What follows belongs to an exercise in optimizing a design on an open flow for small area, a short achievable clock period and few clock cycles per item; a production flow would make more cautious choices.
Where RTL was checked, it was by simulation tests only, not by an equivalence proof against the original.
No activity file was given, so power comes from the tool's default toggle rates.

==> module pa_fconv, before the edit <==
module pa_fconv #(
    parameter integer KP = 2,           
    parameter integer KF = 6            
) (
    input  wire        clk,
    input  wire        rst,
    input  wire        start,      
    input  wire        is_period,  
    input  wire        is_set,     
    input  wire [31:0] arg,        
    output wire        last,       
    output reg         fin,        
    output reg         fin_set,    
    output wire [23:0] result      
);
    localparam integer KM = (KF > KP) ? KF : KP;
    localparam integer NQ = 24 + KM - 1;          
    localparam [46:0] B = 47'd72057594037927;
    reg          it;         
    reg          per;        
    reg  [4:0]   cyc;        
    reg          sp;         
    reg          sp_max;     
    reg  [23:0]  den;        
    reg  [23:0]  rem;
    reg [NQ-1:0] nq;         
    wire        f_sign = arg[31];
    wire [7:0]  f_exp  = arg[30:23];
    wire [23:0] f_m    = {1'b1, arg[22:0]};
    wire        f_nan  = (&f_exp) && (|arg[22:0]);
    reg         s_sp, s_max;
    reg  [4:0]  s_cyc;
    reg  [2:0]  s_pad;
    reg  [23:0] keep;        
    integer j, n;
    always @(*) begin
        s_cyc = 5'd0;
        s_pad = 3'd0;
        if (!is_period) begin
            s_sp  = f_nan | f_sign | (f_exp >= 8'd136) | (f_exp <= 8'd111);
            s_max = !f_nan & !f_sign & (f_exp >= 8'd136);
            for (n = 0; n < 24; n = n + 1)
                if (f_exp[4:0] == ((112 + n) % 32)) begin
                    s_cyc = n / KF + 1;
                    s_pad = (KF - 1) - (n % KF);
                end
            for (j = 0; j < 24; j = j + 1)
                keep[j] = (f_exp >= 135 - j);
        end else begin
            s_sp  = f_nan | f_sign | (f_exp >= 8'd142) | (f_exp <= 8'd117);
            s_max = !f_nan & (f_sign | (f_exp <= 8'd117));
            for (n = 0; n < 24; n = n + 1)
                if (f_exp[4:0] == ((141 - n) % 32)) begin
                    s_cyc = n / KP + 1;
                    s_pad = (KP - 1) - (n % KP);
                end
            for (j = 0; j < 24; j = j + 1)
                keep[j] = (f_exp <= 118 + j);
        end
    end
    wire [46:0] x_f = {17'd0, f_m[23:18], f_m[17:0], 6'd0};    
    wire [46:0] x_p = B;
    wire [46:0] x   = (is_period ? x_p : x_f) & {23'h7fffff, keep};
    wire [46:0] x_s = x >> s_pad;
    wire [NQ+22:0] x_q = {x, {(KM-1){1'b0}}} >> s_pad;
    assign last = it & (cyc == 5'd1);
    localparam integer KP2 = KP / 2;
    wire [25:0]   d1 = {2'b00, den};
    wire [25:0]   d2 = {1'b0, den, 1'b0};
    reg  [23:0]   pr [0:KP2];
    reg [NQ-1:0]  pq [0:KP2];
    reg  [25:0]   py;
    reg  [26:0]   p1, p2, p3;
    integer i;
    always @(*) begin
        pr[0] = rem;
        pq[0] = nq;
        for (i = 0; i < KP2; i = i + 1) begin
            py = {pr[i], pq[i][NQ-1:NQ-2]};
            p1 = {1'b0, py} - {1'b0, d1};
            p2 = {1'b0, py} - {1'b0, d2};
            p3 = {1'b0, py} - {1'b0, d1} - {1'b0, d2};
            if (!p3[26])      begin pr[i+1] = p3[23:0]; pq[i+1] = {pq[i][NQ-3:0], 2'd3}; end
            else if (!p2[26]) begin pr[i+1] = p2[23:0]; pq[i+1] = {pq[i][NQ-3:0], 2'd2}; end
            else if (!p1[26]) begin pr[i+1] = p1[23:0]; pq[i+1] = {pq[i][NQ-3:0], 2'd1}; end
            else              begin pr[i+1] = py[23:0]; pq[i+1] = {pq[i][NQ-3:0], 2'd0}; end
        end
    end
    localparam integer KF2 = KF / 2;
    reg  [6:0]    fr [0:KF2];
    reg [NQ-1:0]  fq [0:KF2];
    reg  [8:0]    fy;
    integer f;
    always @(*) begin
        fr[0] = rem[6:0];
        fq[0] = nq;
        for (f = 0; f < KF2; f = f + 1) begin
            fy = {fr[f], fq[f][NQ-1:NQ-2]};
            if (fy >= 9'd375)      begin fr[f+1] = fy - 9'd375; fq[f+1] = {fq[f][NQ-3:0], 2'd3}; end
            else if (fy >= 9'd250) begin fr[f+1] = fy - 9'd250; fq[f+1] = {fq[f][NQ-3:0], 2'd2}; end
            else if (fy >= 9'd125) begin fr[f+1] = fy - 9'd125; fq[f+1] = {fq[f][NQ-3:0], 2'd1}; end
            else                   begin fr[f+1] = fy[6:0];     fq[f+1] = {fq[f][NQ-3:0], 2'd0}; end
        end
    end
    always @(posedge clk) begin
        if (rst) begin
            it  <= 1'b0;
            fin <= 1'b0;
        end else begin
            fin <= 1'b0;
            if (!it)
                it <= start;
            else if (cyc == 5'd1) begin
                it  <= 1'b0;
                fin <= 1'b1;
            end
        end
        if (!it) begin
            sp      <= s_sp;
            sp_max  <= s_max;
            fin_set <= is_set;
            per     <= is_period;
            cyc     <= s_sp ? 5'd1 : s_cyc;
            den     <= f_m;
            rem     <= x_s[46:24];
            nq      <= x_q[NQ-1:0];
        end else begin
            rem <= per ? pr[KP2] : {17'd0, fr[KF2]};
            nq  <= per ? pq[KP2] : fq[KF2];
            cyc <= cyc - 5'd1;
        end
    end
    wire [23:0] q = nq[23:0];
    assign result = sp ? (sp_max ? 24'h800000 : 24'd1) :
                    (q[23] & |q[22:0]) ? 24'h800000 :
                    (q == 24'd0) ? 24'd1 : q;
endmodule
export LEC_CHECK = 0
export CAP_MARGIN = 20
export CORE_MARGIN = 2
export CORE_UTILIZATION = 30
export PLACE_DENSITY = 0.5
export SETUP_SLACK_MARGIN = 5
export SLEW_MARGIN = 20
export SYNTH_MEMORY_MAX_BITS = 32768
create_clock -name core_clock -period 12.0 [get_ports {clk}]
standard.sh (not shown) runs the stock make flow with config.mk's settings and CLKGATE_MAP_FILE= SYNTH_SCRIPT=/design/flow/synth_recipe.tcl, a recipe that flattens the netlist after the stock synthesis.
==> flow/flow/run.sh <==
#!/bin/bash
set -euo pipefail
bash standard.sh SETUP_SLACK_MARGIN=7 finish > standard_flow.log 2>&1
Testbench counts at the start, summed over its fixed seeds: cycles 35,512, cmds 24,000.
Then changed:
--- a/flow/design.v
+++ b/flow/design.v
@@ -1116,31 +1116,30 @@
         if (rst) begin
             it  <= 1'b0;
             fin <= 1'b0;
         end else begin
             fin <= 1'b0;
-            if (!it)
-                it <= start;
-            else if (cyc == 5'd1) begin
-                it  <= 1'b0;
-                fin <= 1'b1;
+            if (start) begin
+                sp      <= s_sp;
+                sp_max  <= s_max;
+                fin_set <= is_set;
+                per     <= is_period;
+                cyc     <= s_sp ? 5'd1 : s_cyc;
+                it      <= 1'b1;
+                den     <= f_m;
+                rem     <= x_s[46:24];
+                nq      <= x_q[NQ-1:0];
+            end else if (it) begin
+                rem <= per ? pr[KP2] : {17'd0, fr[KF2]};
+                nq  <= per ? pq[KP2] : fq[KF2];
+                cyc <= cyc - 5'd1;
+                if (cyc == 5'd1) begin
+                    it  <= 1'b0;
+                    fin <= 1'b1;
+                end
             end
         end
-        if (!it) begin
-            sp      <= s_sp;
-            sp_max  <= s_max;
-            fin_set <= is_set;
-            per     <= is_period;
-            cyc     <= s_sp ? 5'd1 : s_cyc;
-            den     <= f_m;
-            rem     <= x_s[46:24];
-            nq      <= x_q[NQ-1:0];
-        end else begin
-            rem <= per ? pr[KP2] : {17'd0, fr[KF2]};
-            nq  <= per ? pq[KP2] : fq[KF2];
-            cyc <= cyc - 5'd1;
-        end
     end
     wire [23:0] q = nq[23:0];
     assign result = sp ? (sp_max ? 24'h800000 : 24'd1) :
                     (q[23] & |q[22:0]) ? 24'h800000 :
                     (q == 24'd0) ? 24'd1 : q;
=> Final cell count came out higher slightly; via count came out higher by a few percent; global-route usage came out higher by 0.51 points; utilization came out higher by 0.41 points; wire length came out higher by a few percent; combinational power came out lower by well over a third; maximum frequency came out lower by a few percent; die area came out higher slightly; total power came out lower by a quarter to a third; non-clock buffer count came out higher by 65.
Testbench counts after the change, summed over its fixed seeds: cycles 35,512, cmds 24,000.

---

Setup of job 101:
Another version of the RTL of phase_accumulator (not shown whole).
Size in the first run: ~3100 cells after synthesis, ~80 I/O pins, about 24000 sq um of cells after synthesis.
// phase_accumulator
module phase_accumulator #(
    parameter integer CONV_K = 2      
) (
    input  wire        clk,
    input  wire        rst,           
    input  wire        tick_valid,
    output wire        tick_ready,
    input  wire        cmd_valid,
    output wire        cmd_ready,
    input  wire [7:0]  cmd_op,
    input  wire [31:0] cmd_arg,
    output reg         rsp_valid,
    output reg         rsp_err,
    output reg  [31:0] rsp_data
);
==> module phase_accumulator, before the edit <==
module phase_accumulator #(
    parameter integer CONV_K = 2      
) (
    input  wire        clk,
    input  wire        rst,           
    input  wire        tick_valid,
    output wire        tick_ready,
    input  wire        cmd_valid,
    output wire        cmd_ready,
    input  wire [7:0]  cmd_op,
    input  wire [31:0] cmd_arg,
    output reg         rsp_valid,
    output reg         rsp_err,
    output reg  [31:0] rsp_data
);
    localparam [3:0] K_ZERO  = 4'd0;
    localparam [3:0] K_VALUE = 4'd1;
    localparam [3:0] K_CNT   = 4'd2;
    localparam [3:0] K_INC   = 4'd3;
    localparam [3:0] K_HALF  = 4'd4;
    localparam [3:0] K_ERR   = 4'd5;
    localparam [3:0] K_MINF  = 4'd8;    
    localparam [3:0] K_MAXF  = 4'd9;
    localparam [3:0] K_MINP  = 4'd10;
    localparam [3:0] K_MAXP  = 4'd11;
    reg [23:0] cnt;
    reg [23:0] inc;
    reg [2:0]  sel;
    reg        crdy;
    reg        trdy;
    assign cmd_ready  = crdy;
    assign tick_ready = trdy;
    wire cfire = cmd_valid & crdy;
    wire tfire = tick_valid & trdy;
    reg       d_set_inc, d_set_cnt, d_tick, d_rst_ph, d_set_wave, d_conv;
    reg [3:0] d_kind;
    always @(*) begin
        d_set_inc = 1'b0; d_set_cnt = 1'b0; d_tick = 1'b0; d_rst_ph = 1'b0;
        d_set_wave = 1'b0; d_conv = 1'b0;
        d_kind = K_ZERO;
        case (cmd_op)
            8'h01: d_set_inc  = 1'b1;
            8'h02: d_kind     = K_INC;
            8'h03: d_set_cnt  = 1'b1;
            8'h04: d_kind     = K_CNT;
            8'h05: d_tick     = 1'b1;
            8'h06: d_rst_ph   = 1'b1;
            8'h07: d_kind     = K_HALF;
            8'h10: d_kind     = K_VALUE;
            8'h11: d_set_wave = 1'b1;
            8'h20, 8'h21, 8'h22, 8'h23: d_conv = 1'b1;
            8'h24: d_kind     = K_MINF;
            8'h25: d_kind     = K_MAXF;
            8'h26: d_kind     = K_MINP;
            8'h27: d_kind     = K_MAXP;
            default: d_kind   = K_ERR;
        endcase
    end
    wire        cv_last, cv_fin, cv_fin_set;
    wire [23:0] cv_result;
    pa_fconv #(.K(CONV_K)) u_fconv (
        .clk       (clk),
        .rst       (rst),
        .start     (cfire & d_conv),
        .is_period (cmd_op[0]),
        .is_set    (cmd_op[1]),
        .arg       (cmd_arg),
        .last      (cv_last),
        .fin       (cv_fin),
        .fin_set   (cv_fin_set),
        .result    (cv_result)
    );
    wire        cv_wr   = cv_fin & cv_fin_set;
    wire [23:0] inc_eff = cv_wr ? cv_result : inc;
    wire [23:0] sum1 = cnt + inc_eff;
    wire [23:0] sum2 = cnt + {inc_eff[22:0], 1'b0};
    wire        c_tick = cfire & d_tick;
    always @(posedge clk) begin
        if (rst) begin
            cnt  <= 24'd0;
            inc  <= 24'd0;
            sel  <= 3'd0;
            crdy <= 1'b1;
            trdy <= 1'b1;
        end else begin
            if (cfire & d_set_cnt)
                cnt <= cmd_arg[23:0];
            else if (cfire & d_rst_ph)
                cnt <= 24'd0;
            else if (tfire & c_tick)
                cnt <= sum2;
            else if (tfire | c_tick)
                cnt <= sum1;
            if (cfire & d_set_inc)
                inc <= cmd_arg[23:0];
            else if (cv_wr)
                inc <= cv_result;
            if (cfire & d_set_wave)
                sel <= (cmd_arg <= 32'd6) ? cmd_arg[2:0] : 3'd0;
            if (cfire & d_conv) begin
                crdy <= 1'b0;
                trdy <= !cmd_op[1];
            end else if (cv_last) begin
                crdy <= 1'b1;
                trdy <= 1'b1;
            end
        end
    end
    reg        r0_v;
    reg [3:0]  r0_k;
    reg        p1_v;
    reg        p1_val;
    reg        p1_err;
    reg [31:0] p1_d;
    wire [7:0]  w_low;
    wire [4:0]  w_dlo;
    wire [1:0]  w_dhi;
    pa_wave_rom u_rom (.sel(sel), .idx(cnt[23:16]), .low(w_low), .dlo(w_dlo), .dhi(w_dhi));
    reg [31:0] rd;
    always @(*) begin
        case (r0_k)
            K_VALUE: rd = {1'b0, w_low, w_dlo, w_dhi, cnt[15:0]};
            K_CNT:   rd = {8'd0, cnt};
            K_INC:   rd = {8'd0, inc};
            K_HALF:  rd = {31'd0, (cnt > 24'h800000)};
            K_MINF:  rd = 32'h387A0000;
            K_MAXF:  rd = 32'h43FA0000;
            K_MINP:  rd = 32'h3B03126F;
            K_MAXP:  rd = 32'h4683126F;
            default: rd = 32'd0;
        endcase
    end
    wire [23:0] value;
    pa_interp u_interp (.low(p1_d[30:23]), .dlo(p1_d[22:18]), .dhi(p1_d[17:16]),
                        .frac(p1_d[15:0]), .value(value));
    always @(posedge clk) begin
        if (rst) begin
            r0_v      <= 1'b0;
            p1_v      <= 1'b0;
            rsp_valid <= 1'b0;
        end else begin
            r0_v      <= cfire & !d_conv;
            p1_v      <= r0_v;
            rsp_valid <= p1_v | cv_fin;
        end
        r0_k   <= d_kind;
        p1_val <= (r0_k == K_VALUE);
        p1_err <= (r0_k == K_ERR);
        p1_d   <= rd;
        if (cv_fin) begin
            rsp_err  <= 1'b0;
            rsp_data <= cv_fin_set ? 32'd0 : {8'd0, cv_result};
        end else begin
            rsp_err  <= p1_err;
            rsp_data <= p1_val ? {8'd0, value} : p1_d;
        end
    end
endmodule
make LEC_CHECK=0 CAP_MARGIN=20 CORE_MARGIN=2 CORE_UTILIZATION=30 PLACE_DENSITY=0.5 SLEW_MARGIN=20 SYNTH_MEMORY_MAX_BITS=32768 finish   # period 12.0 ns
run.sh (not shown) runs the stock make flow with config.mk's settings and CLKGATE_MAP_FILE= SYNTH_SCRIPT=/design/flow/synth_recipe.tcl, a recipe that flattens the netlist after the stock synthesis.
Stock flow here: none of the scripts above is used.
The following lists how job 102 was set up differently from job 101:
--- a/flow/design.v
+++ b/flow/design.v
@@ -845,9 +845,9 @@
                     (q[23] & |q[22:0]) ? 24'h800000 :
                     (q == 24'd0) ? 24'd1 : q;
 endmodule
 module phase_accumulator #(
-    parameter integer CONV_K = 2      
+    parameter integer CONV_K = 4      
 ) (
     input  wire        clk,
     input  wire        rst,           
     input  wire        tick_valid,
Notes after the runs:
Looking at cell with the biggest individual delay on the critical path, the sky130_fd_sc_hd__a2111oi_1 result is from job 102; the sky130_fd_sc_hd__fa_1 one comes from job 101. From job 101 to job 102 the numbers moved as follows: die area went up by 9800 sq um, count of flip-flops and latches went up by 2, number of cells produced by synthesis went up by 383, shortest period the worst path allows went up by 3.95 ns, final worst-path setup slack went down by 3.95 ns.
No functional check of the RTL was part of any run of this note.

---

phase_accumulator, a different RTL version from the one above (not shown whole).
For scale: ~270 flip-flops.
Settings: LEC_CHECK=0, CAP_MARGIN=20, CORE_MARGIN=2, CORE_UTILIZATION=30, CTS_BUF_LIST=sky130_fd_sc_hd__clkbuf_8, PLACE_DENSITY=0.5, SETUP_SLACK_MARGIN=5, SLEW_MARGIN=20, SYNTH_MEMORY_MAX_BITS=32768; clock period 12.0 ns.
standard.sh (not shown) runs the stock make flow with config.mk's settings and CLKGATE_MAP_FILE= SYNTH_SCRIPT=/design/flow/synth_recipe.tcl, a recipe that flattens the netlist after the stock synthesis.
==> flow/flow/run.sh <==
#!/bin/bash
set -euo pipefail
bash standard.sh 'BUFFER_PORTS_ARGS=-buffer_cell sky130_fd_sc_hd__buf_2' SETUP_SLACK_MARGIN=7 finish > standard_flow.log 2>&1
==> next run, changes <==
--- a/flow/design.v
+++ b/flow/design.v
@@ -1011,25 +1011,24 @@
 module pa_fconv #(
     parameter integer KP = 2,           
     parameter integer KF = 6            
 ) (
     input  wire        clk,
     input  wire        rst,
     input  wire        start,      
     input  wire        is_period,  
     input  wire        is_set,     
     input  wire [31:0] arg,        
     output wire        last,       
     output wire        soon,       
-    output wire        busy,       
     output reg         fin,        
     output reg         fin_set,    
     output wire [23:0] result      
 );
     localparam integer KM = (KF > KP) ? KF : KP;
     localparam integer NQ = 24 + KM - 1;          
     localparam [46:0] B = 47'd72057594037927;
     reg          it;         
     reg          per;        
     reg  [3:0]   cyc;        
     reg          sp;         
     reg          sp_max;     
@@ -1067,26 +1066,25 @@
                     s_pad = (KP - 1) - (n % KP);
                 end
             for (j = 0; j < 24; j = j + 1)
                 keep[j] = (f_exp <= 118 + j);
         end
     end
     wire [46:0] x_f = {17'd0, f_m[23:18], f_m[17:0], 6'd0};    
     wire [46:0] x_p = B;
     wire [46:0] x   = (is_period ? x_p : x_f) & {23'h7fffff, keep};
     wire [46:0] x_s = x >> s_pad;
     wire [NQ+22:0] x_q = {x, {(KM-1){1'b0}}} >> s_pad;
     assign last = it & (cyc == 4'd1) & !start;
-    assign soon = (start & (s_sp | (s_cyc <= 4'd2))) | (it & (cyc == 4'd3) & !start);
-    assign busy = it;
+    assign soon = (start & (s_sp | (s_cyc == 4'd1))) | (it & (cyc == 4'd2) & !start);
     localparam integer KP2 = KP / 2;
     wire [25:0]   d1 = {3'b001, den};
     wire [25:0]   d2 = {2'b01, den, 1'b0};
     reg  [23:0]   pr [0:KP2];
     reg [NQ-1:0]  pq [0:KP2];
     reg  [25:0]   py;
     reg  [26:0]   p1, p2, p3;
     integer i;
     always @(*) begin
         pr[0] = rem;
         pq[0] = nq;
         for (i = 0; i < KP2; i = i + 1) begin
@@ -1210,88 +1208,82 @@
         endcase
     end
     wire d_dep   = d_set_inc | (cmd_op == 8'h02) | d_tick | (d_conv & !cmd_op[1]);
     wire set_go  = cfire & d_conv & cmd_op[1];
     wire conv_go = cfire & d_conv & !cmd_op[1] & !sbusy;
     wire buf_now = cfire & sbusy & d_dep;
     wire dbl_in  = tfire & cfire & d_tick & !sbusy;
     reg        e_v, e_t;             
     reg        e_set_inc, e_set_cnt, e_tick, e_rst_ph, e_set_wave, e_rsp;
     reg [3:0]  e_k;
     reg [31:0] a_q;                  
     reg        go_q, per_q, set_q;   
-    reg        cw;                   
     reg        dbl_q, pend;
     reg        b_v;                  
     reg        b_sinc, b_ginc, b_tick, b_conv, b_per;
-    wire        cv_last, cv_soon, cv_busy, cv_fin, cv_fin_set;
+    wire        cv_last, cv_soon, cv_fin, cv_fin_set;
     wire [23:0] cv_result;
     wire        cv_wr = cv_fin & cv_fin_set;
     wire        bx    = b_v & cv_wr;    
-    wire        cv_free = !cv_busy | (set_q & cv_fin_set);
-    wire        cv_go   = (go_q & cv_free) | (cw & !cv_busy) | (bx & b_conv);
     pa_fconv #(.KP(CONV_KP), .KF(CONV_KF)) u_fconv (
         .clk       (clk),
         .rst       (rst),
-        .start     (cv_go),
-        .is_period (bx ? b_per : per_q),
-        .is_set    (!bx & set_q),
+        .start     (go_q | (bx & b_conv)),
+        .is_period (b_v ? b_per : per_q),
+        .is_set    (!b_v & set_q),
         .arg       (a_q),
         .last      (cv_last),
         .soon      (cv_soon),
-        .busy      (cv_busy),
         .fin       (cv_fin),
         .fin_set   (cv_fin_set),
         .result    (cv_result)
     );
     wire [23:0] inc_eff = cv_wr ? cv_result : inc;
     wire [23:0] sum1 = cnt + inc_eff;
     always @(posedge clk) begin
         if (rst) begin
             cnt   <= 24'd0;
             inc   <= 24'd0;
             sel   <= 3'd0;
             crdy  <= 1'b1;
             trdy  <= 1'b1;
             sbusy <= 1'b0;
             b_v   <= 1'b0;
             e_v   <= 1'b0;
             e_t   <= 1'b0;
             go_q  <= 1'b0;
-            cw    <= 1'b0;
             dbl_q <= 1'b0;
             pend  <= 1'b0;
         end else begin
             e_v   <= cfire & !buf_now;
             e_t   <= tfire;
             go_q  <= set_go | conv_go;
-            cw    <= (go_q & !cv_free) | (cw & cv_busy);
             dbl_q <= dbl_in;
             if (set_go)
                 sbusy <= 1'b1;
-            else if (cv_last & cv_fin_set)
+            else if (cv_last)
                 sbusy <= 1'b0;
             if (buf_now)
                 b_v <= 1'b1;
             else if (bx)
                 b_v <= 1'b0;
-            if (conv_go | buf_now | dbl_in | (cfire & d_conv & cv_busy & !cv_fin_set))
+            if (conv_go | buf_now | dbl_in)
                 crdy <= 1'b0;
             else if (bx & b_conv)
                 crdy <= cv_soon;
-            else if ((cv_soon & !b_v) | bx | dbl_q | (cw & !cv_busy & set_q))
+            else if ((cv_soon & !b_v) | bx | dbl_q)
                 crdy <= 1'b1;
             if (set_go | dbl_in)
                 trdy <= 1'b0;
-            else if ((cv_last & cv_fin_set & !b_v & !buf_now) | bx | dbl_q)
+            else if ((cv_last & !b_v & !buf_now) | bx | dbl_q)
                 trdy <= 1'b1;
             pend <= e_t & e_v & e_tick;
             if (e_v & e_set_cnt)
                 cnt <= a_q[23:0];
             else if (e_v & e_rst_ph)
                 cnt <= 24'd0;
             else if (e_t | (e_v & e_tick) | pend | (bx & b_tick))
                 cnt <= sum1;
             if ((e_v & e_set_inc) | (bx & b_sinc))
                 inc <= a_q[23:0];
             else if (cv_wr)
                 inc <= cv_result;
=>
- The changed run produced a clean layout
- wire length decreases by 1.7%
- flip-flop and latch count decreases by 1
- die area decreases by 0.81%
- design area decreases by 1.2%
- critical path depth decreases by 1
Testbench counts after the change, summed over its fixed seeds: cycles 30,469, cmds 24,000.
Function not checked in the first run of this note: the RTL went through the layout flow alone.

[port drivers added, routing unchanged]
Ports are ideal in the flow. The routed layouts listed here were re-timed in OpenROAD. Step 1, drivers: a clkbuf_16 drives clk and a buf_2 each remaining input, both assumed. Step 2 moves the port delays by t, midway between the first and last clock arrival at a register: inputs arrive t later, outputs are due t later. That takes back most of the time a late clock gives input paths. Slacks: ideal ports / drivers / drivers and shift; pairs: ideal ports / drivers.
| run | shift t [ns] | setup slack, ns | worst data-port slew with drivers (ns) | pins driven straight from the clock port |
|---|---|---|---|---|
| the first run of note 1 | 0.659 | 6.791 / 6.791 / 6.648 | 0.06 | 1 |
| the second run of note 1 | 0.654 | 6.586 / 6.586 / 6.492 | 0.04 | 1 |
| job 101 | 0.638 | 4.581 / 4.581 / 4.581 | 0.06 | 1 |
| job 102 | 0.641 | 0.632 / 0.632 / 0.632 | 0.19 | 1 |
| the first run of note 3 | 0.695 | 6.736 / 6.736 / 6.736 | 0.04 | 1 |
| the second run of note 3 | 0.702 | 7.186 / 7.186 / 7.186 | 0.06 | 1 |
After both steps every run listed still meets setup and hold. For the first run of note 1, which loses most, drivers alone change the setup slack by 0.000 ns; drivers and shift together by -0.143 ns.
